From an optimization exercise on the open Yosys and OpenROAD flow, aimed at small area, a short achievable clock period and few clock cycles; shortcuts taken in it are not production practice. In this exercise RTL edits were held to simulation tests only and were not proved equivalent to the original. Power and IR drop assume default switching activity.

### design/flow/config.mk
export PLATFORM = sky130hd
export DESIGN_NAME = crc_frame_codec
export DESIGN_NICKNAME = crc_frame_codec
export VERILOG_FILES = /design/flow/design.v
export SDC_FILE = /design/flow/constraint.sdc
export NUM_CORES = 4
export LEC_CHECK = 0
export CAP_MARGIN = 20
export CORE_MARGIN = 2
export CORE_UTILIZATION = 40
export SLEW_MARGIN = 20
### design/flow/constraint.sdc
create_clock -name core_clock -period 10.0 [get_ports {clk}]
set_input_delay 2.0000 -clock core_clock [delete_from_list [all_inputs] [get_ports {clk}]]
set_output_delay 2.0000 -clock core_clock [all_outputs]
set_load 0.01 [all_outputs]
### design/flow/design.v
module crc_frame_codec (
    input  wire        clk,
    input  wire        rst,
    input  wire        cmd_valid,
    output wire        cmd_ready,
    input  wire [3:0]  cmd_op,
    input  wire [7:0]  cmd_reg,
    input  wire [7:0]  cmd_byte,
    input  wire [8:0]  cmd_len,
    input  wire        buf_we,
    input  wire [7:0]  buf_addr,
    input  wire [7:0]  buf_wdata,
    input  wire [7:0]  rd_addr,
    output reg  [7:0]  rd_data,
    output reg         done,
    output reg  [2:0]  err,
    output reg  [15:0] rval,
    output reg         fault,
    output reg         tx_valid,
    output reg  [7:0]  tx_data,
    input  wire        tx_ready,
    input  wire        tx_fail,
    input  wire        rx_valid,
    input  wire [7:0]  rx_data,
    output wire        rx_ready,
    input  wire        rx_fail,
    input  wire        expire
);
    localparam [7:0]  SOF_BYTE = 8'hAA;
    localparam [6:0]  DEV_ADDR = 7'h40;
    localparam [15:0] CRC_INIT = 16'hFFFF;
    localparam [3:0] OP_CRC_INIT   = 4'h1;
    localparam [3:0] OP_CRC_UPDATE = 4'h2;
    localparam [3:0] OP_CRC_READ   = 4'h3;
    localparam [3:0] OP_ENC_WRITE  = 4'h4;
    localparam [3:0] OP_ENC_READ   = 4'h5;
    localparam [3:0] OP_DECODE     = 4'h6;
    localparam [3:0] OP_XACT_WRITE = 4'h7;
    localparam [3:0] OP_XACT_READ  = 4'h8;
    localparam [3:0] OP_RELEASE    = 4'hF;
    localparam [2:0] E_OK       = 3'd0;
    localparam [2:0] E_INVALID  = 3'd1;
    localparam [2:0] E_TIMEOUT  = 3'd2;
    localparam [2:0] E_CHECKSUM = 3'd3;
    localparam [2:0] E_PROTOCOL = 3'd4;
    localparam [2:0] E_ADDRESS  = 3'd5;
    localparam [2:0] E_TRANSPORT= 3'd6;
    localparam [2:0] S_IDLE = 3'd0;
    localparam [2:0] S_DISP = 3'd1;
    localparam [2:0] S_TX   = 3'd2;
    localparam [2:0] S_HUNT = 3'd3;
    localparam [2:0] S_HDR  = 3'd4;
    localparam [2:0] S_PAY  = 3'd5;
    localparam [2:0] S_CRC  = 3'd6;
    function [15:0] crc_step;
        input [15:0] c;
        input [7:0]  b;
        integer i;
        reg [15:0] r;
        begin
            r = c;
            for (i = 7; i >= 0; i = i - 1) begin
                if (r[15] ^ b[i])
                    r = {r[14:0], 1'b0} ^ 16'h1021;
                else
                    r = {r[14:0], 1'b0};
            end
            crc_step = r;
        end
    endfunction
    reg [2:0]  state;
    reg        released;
    reg [3:0]  op_r;
    reg [7:0]  reg_r;
    reg [7:0]  byte_r;
    reg [8:0]  len_r;
    reg [15:0] gcrc;
    reg        rw_r;         
    reg        then_rx;      
    reg [8:0]  idx;          
    reg [15:0] fcrc;         
    reg [1:0]  hcnt;         
    reg        addr_ok;
    reg        reg_ok;
    reg [7:0]  pcnt;         
    reg        ccnt;         
    reg [7:0]  cb0;          
    reg [7:0]  txmem [0:254];
    reg [7:0]  rxmem [0:254];
    assign cmd_ready = (state == S_IDLE);
    assign rx_ready  = (state == S_HUNT) || (state == S_HDR) ||
                       (state == S_PAY)  || (state == S_CRC);
    wire tx_take  = (state == S_TX) && tx_valid && tx_ready;
    wire rx_take  = rx_ready && rx_valid;
    wire [8:0] plen = rw_r ? 9'd0 : {1'b0, len_r[7:0]};
    wire [15:0] fcrc_next = ((idx >= 9'd1) && (idx <= 9'd3 + plen)) ?
                            crc_step(fcrc, tx_data) : fcrc;
    wire [8:0]  nidx = idx + 9'd1;
    wire [8:0]  pidx = nidx - 9'd4;
    reg  [7:0]  nbyte;
    always @(*) begin
        if (nidx == 9'd1)
            nbyte = {DEV_ADDR, rw_r};
        else if (nidx == 9'd2)
            nbyte = reg_r;
        else if (nidx == 9'd3)
            nbyte = len_r[7:0];
        else if (nidx < 9'd4 + plen)
            nbyte = txmem[pidx[7:0]];
        else if (nidx == 9'd4 + plen)
            nbyte = fcrc_next[15:8];
        else
            nbyte = fcrc_next[7:0];
    end
    wire [15:0] rx_crc_next = crc_step(fcrc, rx_data);
    always @(posedge clk) begin
        if (rst) begin
            state    <= S_IDLE;
            released <= 1'b0;
            done     <= 1'b0;
            err      <= E_OK;
            rval     <= 16'h0000;
            fault    <= 1'b0;
            gcrc     <= CRC_INIT;
            tx_valid <= 1'b0;
            tx_data  <= 8'h00;
            op_r     <= 4'h0;
            reg_r    <= 8'h00;
            byte_r   <= 8'h00;
            len_r    <= 9'd0;
            rw_r     <= 1'b0;
            then_rx  <= 1'b0;
            idx      <= 9'd0;
            fcrc     <= CRC_INIT;
            hcnt     <= 2'd0;
            addr_ok  <= 1'b0;
            reg_ok   <= 1'b0;
            pcnt     <= 8'd0;
            ccnt     <= 1'b0;
            cb0      <= 8'h00;
        end else begin
            case (state)
            S_IDLE: begin
                if (cmd_valid) begin
                    if (released) begin
                        fault <= 1'b1;
                    end else begin
                        op_r   <= cmd_op;
                        reg_r  <= cmd_reg;
                        byte_r <= cmd_byte;
                        len_r  <= cmd_len;
                        done   <= 1'b0;
                        state  <= S_DISP;
                    end
                end
            end
            S_DISP: begin
                case (op_r)
                OP_CRC_INIT: begin
                    gcrc <= CRC_INIT;
                    begin err <= E_OK; done <= 1'b1; state <= S_IDLE; end
                end
                OP_CRC_UPDATE: begin
                    gcrc <= crc_step(gcrc, byte_r);
                    begin err <= E_OK; done <= 1'b1; state <= S_IDLE; end
                end
                OP_CRC_READ: begin
                    rval <= gcrc;
                    begin err <= E_OK; done <= 1'b1; state <= S_IDLE; end
                end
                OP_ENC_WRITE, OP_ENC_READ, OP_XACT_WRITE, OP_XACT_READ: begin
                    if (len_r > 9'd255 ||
                        (len_r == 9'd0 &&
                         (op_r == OP_XACT_WRITE || op_r == OP_XACT_READ))) begin
                        begin err <= E_INVALID; done <= 1'b1; state <= S_IDLE; end
                    end else begin
                        rw_r     <= (op_r == OP_ENC_READ) || (op_r == OP_XACT_READ);
                        then_rx  <= (op_r == OP_XACT_READ);
                        idx      <= 9'd0;
                        fcrc     <= CRC_INIT;
                        tx_data  <= SOF_BYTE;
                        tx_valid <= 1'b1;
                        state    <= S_TX;
                    end
                end
                OP_DECODE: begin
                    if (len_r > 9'd255) begin
                        begin err <= E_INVALID; done <= 1'b1; state <= S_IDLE; end
                    end else begin
                        state <= S_HUNT;
                    end
                end
                OP_RELEASE: begin
                    released <= 1'b1;
                    begin err <= E_OK; done <= 1'b1; state <= S_IDLE; end
                end
                default: begin
                    begin err <= E_INVALID; done <= 1'b1; state <= S_IDLE; end
                end
                endcase
            end
            S_TX: begin
                if (expire) begin
                    tx_valid <= 1'b0;
                    begin err <= E_TIMEOUT; done <= 1'b1; state <= S_IDLE; end
                end else if (tx_fail) begin
                    tx_valid <= 1'b0;
                    begin err <= E_TRANSPORT; done <= 1'b1; state <= S_IDLE; end
                end else if (tx_take) begin
                    fcrc <= fcrc_next;
                    if (idx == 9'd5 + plen) begin
                        tx_valid <= 1'b0;
                        if (then_rx)
                            state <= S_HUNT;
                        else
                            begin err <= E_OK; done <= 1'b1; state <= S_IDLE; end
                    end else begin
                        idx     <= nidx;
                        tx_data <= nbyte;
                    end
                end
            end
            default: begin
                if (expire) begin
                    begin err <= E_TIMEOUT; done <= 1'b1; state <= S_IDLE; end
                end else if (rx_fail) begin
                    begin err <= E_TRANSPORT; done <= 1'b1; state <= S_IDLE; end
                end else if (rx_take) begin
                    case (state)
                    S_HUNT: begin
                        if (rx_data == SOF_BYTE) begin
                            fcrc    <= CRC_INIT;
                            hcnt    <= 2'd0;
                            pcnt    <= 8'd0;
                            ccnt    <= 1'b0;
                            state   <= S_HDR;
                        end
                    end
                    S_HDR: begin
                        fcrc <= rx_crc_next;
                        hcnt <= hcnt + 2'd1;
                        if (hcnt == 2'd0)
                            addr_ok <= (rx_data[7:1] == DEV_ADDR);
                        else if (hcnt == 2'd1)
                            reg_ok <= (rx_data == reg_r);
                        else begin
                            if (!addr_ok)
                                begin err <= E_ADDRESS; done <= 1'b1; state <= S_IDLE; end
                            else if (!reg_ok || rx_data != len_r[7:0])
                                begin err <= E_PROTOCOL; done <= 1'b1; state <= S_IDLE; end
                            else if (len_r[7:0] == 8'd0)
                                state <= S_CRC;
                            else
                                state <= S_PAY;
                        end
                    end
                    S_PAY: begin
                        fcrc <= rx_crc_next;
                        rxmem[pcnt] <= rx_data;
                        pcnt <= pcnt + 8'd1;
                        if (pcnt + 8'd1 == len_r[7:0])
                            state <= S_CRC;
                    end
                    default: begin
                        ccnt <= 1'b1;
                        if (!ccnt)
                            cb0 <= rx_data;
                        else if ({cb0, rx_data} == fcrc)
                            begin err <= E_OK; done <= 1'b1; state <= S_IDLE; end
                        else
                            begin err <= E_CHECKSUM; done <= 1'b1; state <= S_IDLE; end
                    end
                    endcase
                end
            end
            endcase
        end
    end
    always @(posedge clk) begin
        if (buf_we && state == S_IDLE && buf_addr != 8'd255)
            txmem[buf_addr] <= buf_wdata;
    end
    always @(posedge clk) begin
        rd_data <= (rd_addr == 8'd255) ? 8'h00 : rxmem[rd_addr];
    end
endmodule
### design/flow/run.sh
#!/bin/bash
# synth_recipe.tcl (not shown) runs the flow's synth.tcl, then flattens the netlist and writes it again
# the make line also repeats each setting of config.mk as NAME=value (left out here)
make -C /OpenROAD-flow-scripts/flow DESIGN_CONFIG=/design/flow/config.mk WORK_HOME=/design/flow/orfs CLKGATE_MAP_FILE= SYNTH_SCRIPT=/design/flow/synth_recipe.tcl finish
==> metrics.md <==
| Metric | Value |
|---|---|
| Starting Density | `40.14%` |
| CP Class | `reg2reg` |
| Layout cells sized above 1 | `23.93%` |
| Vias | `82941` |
| Synthesized area | `167000 um2` |
| Yosys Warn Count | `1` |
| FF+latch count, synth | `4215` |
| Final nets | `8395` |
| DRT iter0 DRCs | `10418` |
| CP max stage cell | `a2111oi_0` |
| Detailed Place HPWL | `267.0 mm` |
| Count of final max-slew check failures | `0` |
| Number of max-cap violations | `0` |
| IO Port Bufs | `109` |
| Fmax achieved | `159.9 MHz` |
| Startpoint Class | `flip-flop` |
| Max H-tree Level | `5` |
| Asr flop ratio synth | `0%` |
| DRT Pass-1 Iters | `5` |
| Post-synth EDFFs | `4080` |
| Worst-path fanout max | `63` |
| Die H | `650.1 um` |
| Die ar. | `422600 um2` |
| Switching power | `7.626 mW` |
| P_int | `28.77 mW` |
| Count of different cell masters after synthesis | `82` |
| RSZ-0062 raised after global routing | `no` |
| Slew HR | `21.36%` |
| Syn_area_per_cell | `20.57 um2` |
| Core footprint | `416000 um2` |
| Final TNS setup | `0 ns` |
| Clk buf depth | `4` |
| Residual DRC | `0` |
| # IOs | `110` |
| P_leak | `56.36 nW` |
| Hold_buf cts | `0` |
| CP bufs+invs | `4` |
| Vias in the first global route | `83568` |
| Setup crit end kind | `flip-flop` |
| Drt via density | `5.868` |
| CP required | `10.88 ns` |
| Slowest stage delay, CP | `0.91 ns` |
| RD Place Congestion | `0.8448` |
| CTS Buf Count | `415` |
| First-pass GRT wire length | `631.4 mm` |
| Maximum VDD drop | `0.1560 mV` |
| Net Count, Synth | `8218` |
| Largest net degree at the start of global routing | `151` |
| Status | `timing/DRC/antenna clean` |
| CP delay by family, top | `compound AO/OA/AOI/OAI gates` |
| Main flop type after synthesis | `edfxtp_1` |
| Worst-margin pin slew | `1.180 ns` |
| Clk pwr share | `42.8%` |
| Final critical-path required period | `6.256 ns` |
| Logic pwr share | `3.8%` |
| Critical Path AT | `7.13 ns` |
| FP Rows | `237` |
| DRT antenna net count | `0` |
| Initial antenna violation count | `12` |
| Synth Instances | `8117` |
| Sequential area share after synthesis | `74.99%` |
| Sequential share of power | `53.4%` |
| Final Skew | `0.05151 ns` |
| Total grt overflow | `0` |
| Final setup viols | `0` |
| Fin Hold WS | `0.4530 ns` |
| Reg clk slew, reported paths | `0.07 ns` |
| All-layer global routing usage | `20.55%` |
| Setup bufs post-CTS | `0` |
| P&R area growth vs syn | `12.55%` |
| Min-delay worst type | `reg2reg` |
| WL per Instance | `31.33 um` |
| PD cells | `193.7 nW/um2` |
| Latest clock arrival within the worst-skew pair | `0.99 ns` |
| CTS resizes | `0` |
| Sw Ratio | `20.95%` |
| Final WS setup | `3.744 ns` |
| CTS tree | `yes` |
| Placement Setup Slack | `3.116 ns` |
| Top cell by count, worst path | `buf_4` |
| Die width | `650.1 um` |
| Final wirelength | `442.9 mm` |
| Root Buffer | `clkbuf_16` |
| CTS sink count | `4215` |
| Final Hold Vio Count | `0` |
| Tcrit/Tclk final | `62.56%` |
| Sequence of cells on the critical path | `ha_1 > xor2_4 > buf_12 > inv_4 > ha_4 > buf_4 > buf_4 > mux4_2 > and2_1 > a2111oi_0 > a211oi_1 > a31oi_1 > o221ai_1 > o211a_1` |
-- logic make-up after synthesis --
kind of cell,after synthesis,synth area share [%]
and+or+nand+nor,1342,3.466
buffers and inverters,550,1.502
adders and majority gates,31,0.2323
xor gates and xnor gates,151,0.8085
DFF,4215,74.99
muxes,1311,16.84
AOI/OAI and AO/OA,517,2.162
-- worst min-delay path, stage by stage, from the launching register on --
cell and delay (ns):
dfxtp_1 0.30, nand2_1 0.05, a21oi_1 0.05
-- flip-flops by register name, summed over array words and instances (netlist names), 2 cells and up --
signal   flops
tx_data      8
fcrc        16
hcnt         2
byte_r       8
op_r         4
rxmem     2040
gcrc        16
rval        16
len_r        9
state        3
txmem     2040
cb0          8
pcnt         8
err          3
reg_r        8
idx          9
rd_data      8
-- per-layer routing --
| metal | wire, um | track usage, % | up-vias |
|---|---|---|---|
| li1 | - | - | 33931 |
| met2 | 214900 | 33.44 | 3878 |
| met3 | 33150 | 3.376 | 686 |
| met5 | 27 | 0 | - |
| met1 | 178200 | 28.22 | 44442 |
| met4 | 16560 | 7.012 | 4 |
-- power by group through the flow --
| stage | sequential (mW) | combinational (mW) | clock (mW) |
|---|---|---|---|
| finish | 19.5 | 1.37 | 15.6 |
| global route | 19.4 | 1.45 | 16.4 |
| CTS | 19.4 | 1.39 | 15.8 |
| detailed placement | 19.8 | 1.39 | 0 |
| global placement | 19.8 | 1.36 | 0 |
| floorplan | 19.8 | 0.690 | 0 |
-- layout make-up --
type                       count  area (um2)
multi-input combinational   3352       39500
timing repair buffer         277        2675
clock buffer                 495       10890
sequential                  4215      125200
antenna                        3       7.507
clock inverter               263        2630
inverter                      33       126.4
tap                         5497        6878
fill                       34480      228100
-- cells in the final DEF (no fill, tap or decap), types with 93 or more instances in the layout --
master     instances
dfxtp_1          134
clkbuf_16        423
nand2_1          388
mux2i_1          102
clkinv_1          93
nor2_1           602
xnor2_1          108
buf_4            147
mux4_2          1197
edfxtp_1        4080
a21oi_1          114
-- cells in the mapped netlist, drive strengths merged (15+ instances only) --
master  instances  area (um2)
a22o           18       157.7
and2           17       106.4
o21ai          77       385.4
buf           226        1292
xor2           40       350.3
a211oi         36       270.3
nor4           21       131.4
a21oi         115       579.3
nand4          46       287.8
dfxtp         135        2703
nand2b         20       125.1
nand2         397        1490
nor2b          25       156.4
mux2i         102        1021
o22ai          30       187.7
mux4         1197       26960
a221oi         25       242.7
nand3          97       490.5
nor3           40       200.2
xnor2         109       954.7
ha             31       387.9
a32oi          19       166.4
and3           17       106.4
clkbuf        291        1092
inv            31       116.4
a22oi          78       585.6
edfxtp       4080      122500
or3            15       93.84
nor2          607        2278
-- final timing paths --
kind / startpoint / to / slack (ns) / cells past startpoint
max reg2reg: idx[0] / tx_data[3] / 3.74 / 14
min: rval[13] / rval[13] / 0.45 / 2
max: idx[0] / tx_data[3] / 3.74 / 14
min reg2reg: rval[13] / rval[13] / 0.45 / 2
-- stage by stage --
step / power [mW] / area [um2] / instances / utilization, %
CTS: 36.61 / 187900 / 14131 / 45.16
floorplan: 20.47 / 167000 / 8117 / -
detailed placement: 21.21 / 174400 / 13373 / 41.92
global route: 37.34 / 187900 / 14134 / 45.17
global placement: 21.19 / 174400 / 13372 / 41.91
finish: 36.40 / 187900 / 14135 / 45.17
Testbench counts, summed over its fixed seeds: cycles 88,608.

-- what the ideal ports hide --
No port has a modelled driver above. Below, the same layout with a new extraction and two added sets of constraints. Step 1, drivers: a clkbuf_16 drives clk and a buf_2 each remaining input, both assumed. Step 2 moves the port delays by t, midway between the first and last clock arrival at a register: inputs arrive t later, outputs are due t later. That takes back most of the time a late clock gives input paths. Slacks: ideal ports / drivers / drivers and shift; pairs: ideal ports / drivers.
t (ns): 1.070
setup WS [ns]: 3.744 / 3.744 / 3.140
worst setup path at the end: input to register
clock arrival spread, ns: 0.059 / 0.059
After both steps setup and hold are still met in this run. For this run, drivers alone change the setup slack by 0.000 ns; drivers and shift together by -0.604 ns.
